Context: an optimization exercise on an open-source flow, tuned for small area and a short achievable clock period. The choices shown serve that exercise and are no tape-out recipe. At most, simulation tests tie the RTL to the original design; equivalence was not proved.

==> run a <==
==> flow/design.v (excerpt) <==
module rmdo_core (
    input  wire        clk,
    input  wire        rst,
    input  wire        tick,
    input  wire        cmd_valid,
    input  wire [31:0] cmd_word,
    output wire [7:0]  out_sample,
    output wire [31:0] result
);
    localparam [15:0] PT_RESET = 16'd69;    
    localparam integer NQ = 9;               
    reg [15:0] lb, rb;
    reg        act, cy, sgn, pend;
    reg [15:0] pr;
    reg [10:0] pq;               
    reg [16:0] racc;
    reg [15:0] offcur, offmeas, rtarget, rstart;
    reg [8:0]  wrap, wsnap;
    reg [16:0] rremain, rtotal;
    reg        rmode;
    reg [16:0] result_r;
    assign result = {15'd0, result_r};
    wire [15:0] fin_rem [0:11-NQ];
    wire [10:0] qs;
    assign fin_rem[0] = pr;
    genvar gi;
    generate
        for (gi = 0; gi < 11 - NQ; gi = gi + 1) begin : g_fin
            rmdo_div_stage #(.I(10 - NQ - gi)) u_st (
                .rem_i(fin_rem[gi]), .t(rtotal), .rem_o(fin_rem[gi+1]), .qbit(qs[10 - NQ - gi])
            );
        end
    endgenerate
    assign qs[10:11-NQ] = pq[10:11-NQ];
    wire [15:0] rs = fin_rem[11-NQ];
    wire [15:0] qe    = {5'd0, qs};
    wire [15:0] e_opd = act ? (sgn ? ~qe : qe) : 16'd0;
    wire        e_cin = act & (sgn ^ cy);
    wire [15:0] rcur  = rb + e_opd + {15'd0, e_cin};
    wire [15:0] lph   = lb + e_opd + {15'd0, e_cin};
    wire [15:0] fph;
    rmdo_fmul u_fmul (.a(lph), .b(offcur), .y(fph));
    wire [7:0] out_v;
    rmdo_out u_out (.lph(lph), .fph(fph), .wrap(wsnap), .out(out_v));
    assign out_sample = out_v;
    wire [7:0] negwrap = (wrap[8:1] > 8'd64) ? wrap[8:1] : 8'd64;
    wire [3:0]  op    = cmd_word[31:28];
    wire [11:0] dur   = cmd_word[27:16];
    wire [15:0] v16   = cmd_word[15:0];
    wire [10:0] v11   = cmd_word[10:0];
  ...
clock: 180.0 ns
lec_check: 0
abc_area: 1
cap_margin: 20
core_margin: 2
core_utilization: 70
slew_margin: 20
synth_memory_max_bits: 32768
run.sh (not shown) runs the stock make flow with config.mk's settings and CLKGATE_MAP_FILE= SYNTH_SCRIPT=/design/flow/synth_recipe.tcl, a recipe that flattens the netlist after the stock synthesis.
==> inputs of run b, as changes to run a <==
--- a/flow/design.v
+++ b/flow/design.v
@@ -563,10 +563,88 @@
             7'd127: m = 7'd127;
             default: m = 7'd0;
         endcase
     end
 endmodule
+module rmdo_psin_small (
+    input  wire [7:0] x,
+    output wire [6:0] m
+);
+    wire [6:0] y = x[7] ? ~x[6:0] : x[6:0];
+    wire [5:0] w = y[6] ? ~y[5:0] : y[5:0];
+    reg  [4:0] z;
+    always @(*) begin
+        case (w)
+            6'd0: z = 5'd0;
+            6'd1: z = 5'd0;
+            6'd2: z = 5'd1;
+            6'd3: z = 5'd2;
+            6'd4: z = 5'd3;
+            6'd5: z = 5'd4;
+            6'd6: z = 5'd5;
+            6'd7: z = 5'd6;
+            6'd8: z = 5'd7;
+            6'd9: z = 5'd8;
+            6'd10: z = 5'd9;
+            6'd11: z = 5'd9;
+            6'd12: z = 5'd10;
+            6'd13: z = 5'd11;
+            6'd14: z = 5'd12;
+            6'd15: z = 5'd13;
+            6'd16: z = 5'd13;
+            6'd17: z = 5'd14;
+            6'd18: z = 5'd15;
+            6'd19: z = 5'd16;
+            6'd20: z = 5'd16;
+            6'd21: z = 5'd17;
+            6'd22: z = 5'd18;
+            6'd23: z = 5'd18;
+            6'd24: z = 5'd19;
+            6'd25: z = 5'd19;
+            6'd26: z = 5'd20;
+            6'd27: z = 5'd21;
+            6'd28: z = 5'd21;
+            6'd29: z = 5'd22;
+            6'd30: z = 5'd22;
+            6'd31: z = 5'd23;
+            6'd32: z = 5'd23;
+            6'd33: z = 5'd24;
+            6'd34: z = 5'd24;
+            6'd35: z = 5'd25;
+            6'd36: z = 5'd25;
+            6'd37: z = 5'd26;
+            6'd38: z = 5'd26;
+            6'd39: z = 5'd26;
+            6'd40: z = 5'd27;
+            6'd41: z = 5'd27;
+            6'd42: z = 5'd27;
+            6'd43: z = 5'd28;
+            6'd44: z = 5'd28;
+            6'd45: z = 5'd28;
+            6'd46: z = 5'd29;
+            6'd47: z = 5'd29;
+            6'd48: z = 5'd29;
+            6'd49: z = 5'd29;
+            6'd50: z = 5'd30;
+            6'd51: z = 5'd30;
+            6'd52: z = 5'd30;
+            6'd53: z = 5'd30;
+            6'd54: z = 5'd30;
+            6'd55: z = 5'd30;
+            6'd56: z = 5'd31;
+            6'd57: z = 5'd31;
+            6'd58: z = 5'd31;
+            6'd59: z = 5'd31;
+            6'd60: z = 5'd31;
+            6'd61: z = 5'd31;
+            6'd62: z = 5'd31;
+            6'd63: z = 5'd31;
+            default: z = 5'd0;
+        endcase
+    end
+    assign m = y + {2'd0, z};
+endmodule
 module rmdo_fmul (input wire [15:0] a, input wire [15:0] b, output wire [15:0] y);
     wire n1 = (a[0] & b[12]) ^ (a[1] & b[11]);
     wire n2 = (a[0] & b[12]) & (a[1] & b[11]);
     wire n3 = (a[0] & b[13]) ^ (a[1] & b[12]) ^ (a[2] & b[11]);
     wire n4 = ((a[0] & b[13]) & (a[1] & b[12])) | ((a[0] & b[13]) & (a[2] & b[11])) | ((a[1] & b[12]) & (a[2] & b[11]));
@@ -1158,11 +1236,10 @@
     reg [10:0] pq;               
     reg [16:0] racc;
     reg [15:0] offcur, offmeas, rtarget, rstart;
     reg [8:0]  wrap, wsnap;
     reg [16:0] rremain, rtotal;
-    reg        rmode;
     reg [16:0] result_r;
     assign result = {15'd0, result_r};
     wire [15:0] fin_rem [0:11-NQ];
     wire [10:0] qs;
     assign fin_rem[0] = pr;
@@ -1260,11 +1337,11 @@
             4'd4:    rd_val = {8'd0, wrap};
             4'd5:    rd_val = {9'd0, negwrap};
             4'd6:    rd_val = {1'b0, rtarget};
             4'd7:    rd_val = {1'b0, rcur};
             4'd8:    rd_val = rremain;
-            4'd9:    rd_val = {16'd0, rmode};
+            4'd9:    rd_val = {16'd0, rtotal != 17'd0};    
             4'd10:   rd_val = {9'd0, out_v};
             4'd11:   rd_val = {1'b0, rstart};
             4'd12:   rd_val = rtotal;
             default: rd_val = 17'd0;
         endcase
@@ -1281,22 +1358,20 @@
             rstart   <= PT_RESET;
             wrap     <= 9'd64;
             wsnap    <= 9'd64;
             rremain  <= 17'd0;
             rtotal   <= 17'd0;
-            rmode    <= 1'b0;
             result_r <= 17'd0;
         end else begin
             offmeas <= n_offmeas;
             wrap    <= n_wrap;
             if (cmd_valid & (is_lkcode | is_lknote))
                 result_r <= {1'b0, is_lkcode ? code_val : note_val};
             else if (cmd_valid & is_rdreg)
                 result_r <= rd_val;
             if (st_en) begin
                 rtarget <= target;
-                rmode   <= glide_set;
                 rstart  <= n_rcur;
                 rtotal  <= glide_set ? glide_ticks : 17'd0;
             end
             rremain <= tick ? (stop ? 17'd0 : n_rremain - 17'd1) : n_rremain;
             lb      <= lph + (tick ? n_rcur : 16'd0);
@@ -1354,11 +1429,11 @@
     input  wire [15:0] fph,
     input  wire [8:0]  wrap,
     output wire [7:0]  out
 );
     wire [6:0] ml, mf;
-    rmdo_psin u_pl (.x(lph[14:7]), .m(ml));
+    rmdo_psin_small u_pl (.x(lph[14:7]), .m(ml));
     rmdo_psin u_pf (.x(fph[14:7]), .m(mf));
     wire        rpol  = lph[15] ^ fph[15];
     wire [6:0]  rm;
     rmdo_rmul u_rmul (.a(ml), .b(mf), .y(rm));
     wire [7:0]  negwrap = (wrap[8:1] > 8'd64) ? wrap[8:1] : 8'd64;
- CORE_UTILIZATION: 70 -> 60
==> impl_results.md <==
* Slowest stage delay, CP at 0.78 ns
* Total vias in the final route at 43200
* Initial antenna violation count at 4
* Final min period at 63.85 ns
* # nets final at 6717
* Run status: finished clean
* Post-layout util at 0.738
The numbers above come from run a.

==> impl_results.md <==
* Run status: finished clean
* # nets final at 6608
* Slowest stage delay, CP at 0.87 ns
* Post-layout util at 0.640
* Total vias in the final route at 41000
* Initial antenna violation count at 0
The numbers above come from run b.

For run a, only the layout was checked, not whether the RTL still works.

afterwards: timing with drivers on the ports:
How much do the figures lean on ideal ports? The routed layouts below were timed once more, with nothing changed but the port constraints. Step 1: set_driving_cell puts a clkbuf_16 on clk and a buf_2 on each other input, an assumption about the parent block. Step 2, shift: input delay + t, output delay - t, t = (earliest + latest rising clock arrival at the registers) / 2. This alone moves slack from input paths to output paths. Slacks: ideal ports / drivers / drivers and shift; pairs: ideal ports / drivers.
run	shift t [ns]	setup WS [ns]	worst hold slack (ns)	worst slew at a driven data input, ns	pins driven straight from the clock port
run a	0.629	116.151 / 116.197 / 115.569	0.472 / 0.472 / 0.472	0.05	1
run b	0.631	117.150 / 117.191 / 116.560	0.471 / 0.471 / 0.471	0.08	1
After both steps every run listed still meets setup and hold. For run b, which loses most, drivers alone change the setup slack by +0.041 ns; drivers and shift together by -0.590 ns.
